From an optimization exercise on the open Yosys and OpenROAD flow, aimed at small area and few clock cycles; shortcuts taken in it are not production practice.
The RTL was checked by simulation tests, not by an equivalence proof against the original design.
Power and IR drop assume default switching activity.

==> flow/design.v <==
module pqc_out (
    input  wire        clk,
    input  wire        rst,
    input  wire        enq_valid,
    input  wire [15:0] enq_func,
    input  wire [15:0] enq_dev,
    input  wire [2:0]  enq_n,         
    input  wire [63:0] enq_data,      
    output wire        enq_full,
    input  wire        cmd_valid,
    input  wire        cmd_kind,
    input  wire [35:0] cmd_data,
    output wire        cmd_ready,
    output wire        wr_valid,
    output wire        wr_word,
    output wire [15:0] wr_data,
    input  wire        wr_ready,
    output wire [35:0] status,
    output wire        irq,
    output wire        irq_live
);
    localparam NW = 4;                  
    localparam ST_IDLE = 2'd0;
    localparam ST_ANN  = 2'd1;
    localparam ST_SEND = 2'd2;
    localparam K_WHOLE = 2'd0;
    localparam K_IHDR  = 2'd1;
    localparam K_CONT  = 2'd2;
    reg [15:0]      oq_func [0:31];
    reg [15:0]      oq_dev  [0:31];
    reg [15:0]      oq_cnt  [0:31];
    reg [15:0]      oq_dcnt [0:31];
    reg [16*NW-1:0] oq_data [0:31];
    reg [4:0] out_prod;
    reg [4:0] out_cons;
    wire q_empty = (out_prod == out_cons);
    assign enq_full = ((out_prod + 5'd1) == out_cons);
    wire [15:0]      h_func = oq_func[out_cons];
    wire [15:0]      h_dev  = oq_dev[out_cons];
    wire [15:0]      h_cnt  = oq_cnt[out_cons];
    wire [15:0]      h_dcnt = oq_dcnt[out_cons];
    wire [16*NW-1:0] h_data = oq_data[out_cons];
    reg        d10, db10, sind, reld, pie;
    reg [2:0]  pia;
    reg        irq_r;
    reg        ann;
    reg        t10rq;
    reg [11:0] t10cnt;
    reg [15:0] scur;
    reg [1:0]  state;
    reg [1:0]  kind;
    reg [15:0] idx;
    reg [15:0] last;
    wire do_push = t10rq && !q_empty;
    wire do_ann  = !q_empty && !ann && !db10 && !sind;
    assign cmd_ready = (state == ST_IDLE) && !do_push && !do_ann;
    function [7:0] payload_byte;
        input [16*NW-1:0] data;
        input [15:0]      k;
        reg   [15:0]      w;
        begin
            w = data[16*k[2:1] +: 16];
            payload_byte = k[0] ? w[7:0] : w[15:8];
        end
    endfunction
    reg [7:0] cur_byte;
    always @(*) begin
        cur_byte = 8'h00;
        case (kind)
            K_WHOLE: begin
                if (idx < 16'd8) begin
                    case (idx[2:0])
                        3'd0: cur_byte = h_cnt[15:8];
                        3'd1: cur_byte = h_cnt[7:0];
                        3'd2: cur_byte = h_func[15:8];
                        3'd3: cur_byte = h_func[7:0];
                        3'd4: cur_byte = h_dev[15:8];
                        3'd5: cur_byte = h_dev[7:0];
                        default: cur_byte = 8'h00;
                    endcase
                end else begin
                    cur_byte = payload_byte(h_data, idx - 16'd8);
                end
            end
            K_IHDR: begin
                case (idx[3:0])
                    4'd0: cur_byte = 8'h00;
                    4'd1: cur_byte = 8'd10;
                    4'd2: cur_byte = h_func[15:8];
                    4'd3: cur_byte = h_func[7:0];
                    4'd4: cur_byte = h_dev[15:8];
                    4'd5: cur_byte = h_dev[7:0];
                    4'd8: cur_byte = h_dcnt[15:8];
                    4'd9: cur_byte = h_dcnt[7:0];
                    default: cur_byte = 8'h00;
                endcase
            end
            default: cur_byte = payload_byte(h_data, idx);
        endcase
    end
    wire sending = (state == ST_SEND) && (idx != last);
    assign wr_valid = (state == ST_ANN) || sending;
    assign wr_word  = (state == ST_ANN);
    assign wr_data  = (state == ST_ANN) ? h_cnt : {8'h00, cur_byte};
    assign status = {13'd0, sind, 1'b0, 1'b0, 1'b0, reld, 4'd0,
                     1'b0, 3'd0, db10, 1'b0, 1'b0, 1'b0, d10, 1'b0, pie, pia};
    assign irq      = irq_r;
    assign irq_live = irq_r && pie && (pia != 3'd0);
    wire [15:0] budget = {4'd0, t10cnt};
    wire [15:0] remain = h_dcnt - scur;
    wire [15:0] cont_n = (budget < remain) ? budget : remain;
    always @(posedge clk) begin
        if (enq_valid && !enq_full) begin
            oq_func[out_prod] <= enq_func;
            oq_dev[out_prod]  <= enq_dev;
            oq_cnt[out_prod]  <= 16'd8 + {12'd0, enq_n, 1'b0};
            oq_dcnt[out_prod] <= {12'd0, enq_n, 1'b0};
            oq_data[out_prod] <= enq_data;
        end
        if (state == ST_IDLE && do_push && !sind && (h_cnt > budget))
            oq_func[out_cons] <= h_func | 16'h8000;
        if (state == ST_SEND && idx == last && (kind == K_WHOLE ||
            (kind == K_CONT && last == h_dcnt)))
            oq_cnt[out_cons] <= 16'd0;
    end
    always @(posedge clk) begin
        if (rst) begin
            out_prod <= 5'd0;
            out_cons <= 5'd0;
            d10      <= 1'b0;
            db10     <= 1'b0;
            sind     <= 1'b0;
            reld     <= 1'b0;
            pie      <= 1'b0;
            pia      <= 3'd0;
            irq_r    <= 1'b0;
            ann      <= 1'b0;
            t10rq    <= 1'b0;
            t10cnt   <= 12'd0;
            scur     <= 16'd0;
            state    <= ST_IDLE;
            kind     <= K_WHOLE;
            idx      <= 16'd0;
            last     <= 16'd0;
        end else begin
            if (enq_valid && !enq_full)
                out_prod <= out_prod + 5'd1;
            case (state)
                ST_IDLE: begin
                    if (do_push) begin
                        t10rq <= 1'b0;
                        irq_r <= 1'b0;
                        state <= ST_SEND;
                        if (sind) begin
                            kind <= K_CONT;
                            idx  <= scur;
                            last <= scur + cont_n;
                        end else if (h_cnt > budget) begin
                            kind <= K_IHDR;
                            idx  <= 16'd0;
                            last <= 16'd10;
                        end else begin
                            kind <= K_WHOLE;
                            idx  <= 16'd0;
                            last <= h_cnt;
                        end
                    end else if (do_ann) begin
                        state <= ST_ANN;
                    end else if (cmd_valid) begin
                        if (cmd_kind) begin
                            t10cnt <= cmd_data[11:0];
                            t10rq  <= 1'b1;
                        end else begin
                            if (cmd_data[4]) begin
                                pie <= cmd_data[3];
                                pia <= cmd_data[2:0];
                            end
                            if (cmd_data[5])  d10  <= 1'b0;
                            if (cmd_data[9])  db10 <= 1'b0;
                            if (cmd_data[12]) reld <= 1'b0;
                            if (cmd_data[11]) reld <= 1'b1;
                            irq_r <= (d10 && !cmd_data[5]) || (db10 && !cmd_data[9]);
                        end
                    end
                end
                ST_ANN: begin
                    if (wr_ready) begin
                        ann   <= 1'b1;
                        db10  <= 1'b1;
                        irq_r <= 1'b1;
                        state <= ST_IDLE;
                    end
                end
                ST_SEND: begin
                    if (idx != last) begin
                        if (wr_ready)
                            idx <= idx + 16'd1;
                    end else begin
                        d10   <= 1'b1;
                        irq_r <= 1'b1;
                        state <= ST_IDLE;
                        case (kind)
                            K_WHOLE: begin
                                out_cons <= out_cons + 5'd1;
                                ann      <= 1'b0;
                            end
                            K_IHDR: begin
                                sind <= 1'b1;
                                scur <= 16'd0;
                            end
                            default: begin
                                if (last == h_dcnt) begin
                                    sind     <= 1'b0;
                                    scur     <= 16'd0;
                                    out_cons <= out_cons + 5'd1;
                                    ann      <= 1'b0;
                                end else begin
                                    scur <= last;
                                end
                            end
                        endcase
                    end
                end
                default: state <= ST_IDLE;
            endcase
        end
    end
endmodule
==> flow/run.sh <==
#!/bin/bash
# synth_recipe.tcl (not shown) runs the flow's synth.tcl, then flattens the netlist and writes it again
# the make line also repeats each setting of config.mk as NAME=value (left out here)
make -C /OpenROAD-flow-scripts/flow DESIGN_CONFIG=/design/flow/config.mk WORK_HOME=/design/flow/orfs CLKGATE_MAP_FILE= SYNTH_SCRIPT=/design/flow/synth_recipe.tcl finish
==> flow/config.mk <==
export PLATFORM = sky130hd
export DESIGN_NAME = pqc_out
export DESIGN_NICKNAME = pqc_out
export VERILOG_FILES = /design/flow/design.v
export SDC_FILE = /design/flow/constraint.sdc
export NUM_CORES = 4
export LEC_CHECK = 0
export CAP_MARGIN = 20
export CORE_MARGIN = 2
export CORE_UTILIZATION = 40
export PLACE_DENSITY = 0.6
export SLEW_MARGIN = 20
==> flow/constraint.sdc <==
create_clock -name core_clock -period 10.0 [get_ports {clk}]
set_input_delay 2.0000 -clock core_clock [delete_from_list [all_inputs] [get_ports {clk}]]
set_output_delay 2.0000 -clock core_clock [all_outputs]
set_load 0.01 [all_outputs]
==> run notes <==
## worst reg2reg max path: cells and delay by family, from the launching register on
family | cells | cell delay (ns)
and+or+nand+nor | 7 | 2.22
buffers and inverters | 2 | 0.53
AOI/OAI and AO/OA | 14 | 3.58
DFF | 1 | 0.91
muxes | 1 | 0.59
adders and majority gates | 2 | 0.66
## sequential cells by signal (all words and copies together) (netlist names), 2 cells and up, named ones only
name / count
last: 16
kind: 2
oq_cnt: 128
oq_data: 2048
out_cons: 5
scur: 16
pia: 3
state: 2
oq_dcnt: 96
oq_dev: 512
out_prod: 5
idx: 16
oq_func: 512
t10cnt: 12
## power by group
part	switching [uW]	internal [uW]	leakage (uW)
Sequential	135	15700	0.0305
Clock	5670	7510	0.00558
Combinational	2260	1100	0.0134
Total	8070	24300	0.0495
## kinds of logic (layout without fill, tap and decap cells)
family | Yosys count | after routing | share of synthesized area
multiplexers | 1177 | 1177 | 0.169
buffers and inverters | 683 | 1099 | 0.0261
adder cells (fa/ha/maj) | 51 | 51 | 0.00467
other | 1 | 49 | 0.0000268
AO/OA/AOI/OAI | 1113 | 1113 | 0.0602
XOR/XNOR | 55 | 55 | 0.00345
AND/OR/NAND/NOR | 841 | 841 | 0.0270
flip-flops | 3386 | 3386 | 0.710
## layout make-up
class,count,share of cell area
Antenna cell,12,0.000191
Clock buffer,456,0.0606
Clock inverter,199,0.0126
Inverter,96,0.00344
Multi-Input combinational cell,3274,0.237
Sequential cell,3386,0.631
Tap cell,4599,0.0366
Timing Repair Buffer,348,0.0192
## per-stage QoR
step | power, uW | instances | setup slack (ns) | instance area [um2]
floorplan | 17900 | 7343 | 3.69 | 140000
global placement | 19400 | 11700 | 1.54 | 146000
detailed placement | 19500 | 11700 | 1.56 | 146000
CTS | 32500 | 12400 | 0.859 | 157000
global route | 33300 | 12400 | 0.672 | 157000
finish | 32400 | 12400 | 0.960 | 157000
## worst max path at each step
stage,cells after the start,endpoint,startpoint
6_report,10,wr_data[5],flop
5_1_grt,10,wr_data[5],flop
4_1_cts,10,wr_data[5],flop
3_5_place_dp,26,last[15],flop
3_3_place_gp,26,last[15],flop
2_1_floorplan,32,last[15],flop
## layer usage
layer  GRT usage  wire, um  vias to the layer above
li1            -         -                    30700
met1       0.321    167000                    41200
met2       0.372    200000                     3998
met3      0.0432     37400                      772
met4      0.0749     14300                       28
met5           0       181                        -
## cell usage in the layout, fill, tap and decap left out, types with 55 or more instances in the layout
cell             instances
clkinv_1                85
clkdlybuf4s50_1        122
mux4_2                 910
inv_1                   58
nand2_1                321
clkbuf_1                85
buf_4                  199
dfxtp_1                244
o2bb2ai_1              380
a22o_1                 112
a31oi_1                143
clkbuf_16              365
mux2i_1                233
a21oi_1                143
edfxtp_1              3136
nand3_1                 55
nor2_1                 231
==> run notes <==
Vias/cell=6.20; # setup viols final=0; antenna violations before repair=57; f_max=111 MHz; global-route wire length before repair=584000 um; maximum fanout along the worst path=47; hold violation count in the final report=0; deepest level of the CTS H-tree=5; Remaining Overflow, GRT=0; largest net degree at the start of global routing=120; Reg-to-Reg End=last[15]; leakage power total=0.0495 uW; Num CTS Buffers=361; die footprint=0.354 mm2; Starting Density=0.401; CP peak stage delay=0.94 ns; final cell utilization of the core=0.451; Pwr Density=206 mW/mm2; root buffer cell=clkbuf_16; Distinct cells, synth=89; Clock Skew=0.0463 ns; Netlist Area Pre-Place=0.140 mm2; layout cells sized above 1=0.222; vias in the first global route=75500; setup TNS=0 ns; maximum clock insertion buffer count=4; GPL Wtd Cong=0.863; Tcrit/Tclk final=0.904; top cells by area, synth=edfxtp_1 67%, mux4_2 15%, dfxtp_1 3.6%; Setup Buffers After CTS=0; Synth top cells by count=3136 x edfxtp_1, 910 x mux4_2, 380 x o2bb2ai_1; actual slew at the worst max-slew pin=1.19 ns; flops & latches, synth=3386; Syn Area/Cell=19.1 um2; CP Class=reg2out; area grow syn2layout=12.6%; crit-path cells=buf_4 -> buf_4 -> mux4_2 -> mux4_2 -> a22oi_1 -> a21oi_1 -> nor4b_4 -> o22a_1 -> nor3_1 -> clkdlybuf4s50_1; outcome=timing/DRC/antenna clean; R2R setup slack=1.41 ns; cts hold-fix bufs=0; Storage cell area=0.0992 mm2; Async S/R FF share, synth=0; Die Ht=595 um; CTS tree=built; startpoint types=flop; Via Count=76700; MaxCap Viol Count=0; Seq/Total Area, Yosys=0.710; CP Capture Type=output port; Worst-Skew Late Latency=0.96 ns; worst r2r path cells=26; Yosys top cell by area=edfxtp_1; # IOs=199; Arrival @ worst endpoint=7.04 ns; IO buf count=139; drt initial violations=9952; Synth Flop Type=edfxtp_1; Multi-input gate area=0.0372 mm2; Fill cells=29500; Ys Warns=1; final HPWL from detailed placement=228000 um; crit-path leading delay family=buffers and inverters; CP max-delay cell=nor4b_4; hold depth=2; hold_sp=oq_cnt[3][4]; post-CTS sizing=0; FP Rows=217; Hold WC Path Type=reg2reg; Min Hold Slack=0.453 ns; hold endpoint=oq_cnt[3][4]; Req. time, crit path=8.00 ns; clock-pin slew on the worst setup and hold paths=0.06 ns; 1st-pass router iterations=9; final net count=7659; Routed WL=419000 um; Peak VDD IR=0.152 mV; Mapped Cells=7307; final worst path period need=9.04 ns; Slew headroom=0.202; post-route ant nets=0; DRC Markers=0; Die W=595 um; most frequent cell after synthesis=edfxtp_1; RSZ-0062 raised after global routing=no; area share of the largest cell type after synthesis=0.674; max-slew violations=0; Post-synth EDFFs=3136; clk sinks=3386; drt wl/cell=33.9 um; critical path buffer and inverter count=3; Std-Cell Core Area=0.349 mm2; Tot GR Track Use=0.232
Testbench counts, summed over its fixed seeds: cycles 55,755.

separate check: timing with driven ports:
The flow's constraints put no driver on any port. The routed layout listed below was extracted and timed again, unchanged, in two steps. Step 1 (the two cells are an assumption about what drives the block):
set clk [get_ports {clk}]
set_driving_cell -lib_cell sky130_fd_sc_hd__clkbuf_16 $clk
set_driving_cell -lib_cell sky130_fd_sc_hd__buf_2 [delete_from_list [all_inputs] $clk]
Step 2, shift: input delay + t, output delay - t, t = (earliest + latest rising clock arrival at the registers) / 2. This alone moves slack from input paths to output paths. Slacks: ideal ports / drivers / drivers and shift; pairs: ideal ports / drivers.
t (ns): 1.036
slack for setup (ns): 0.960 / 0.856 / 1.413
hold WS [ns]: 0.453 / 0.453 / 0.453
After both steps this run still meets setup and hold. The setup slack of this run moves by -0.104 ns with the drivers and by +0.453 ns with both steps.
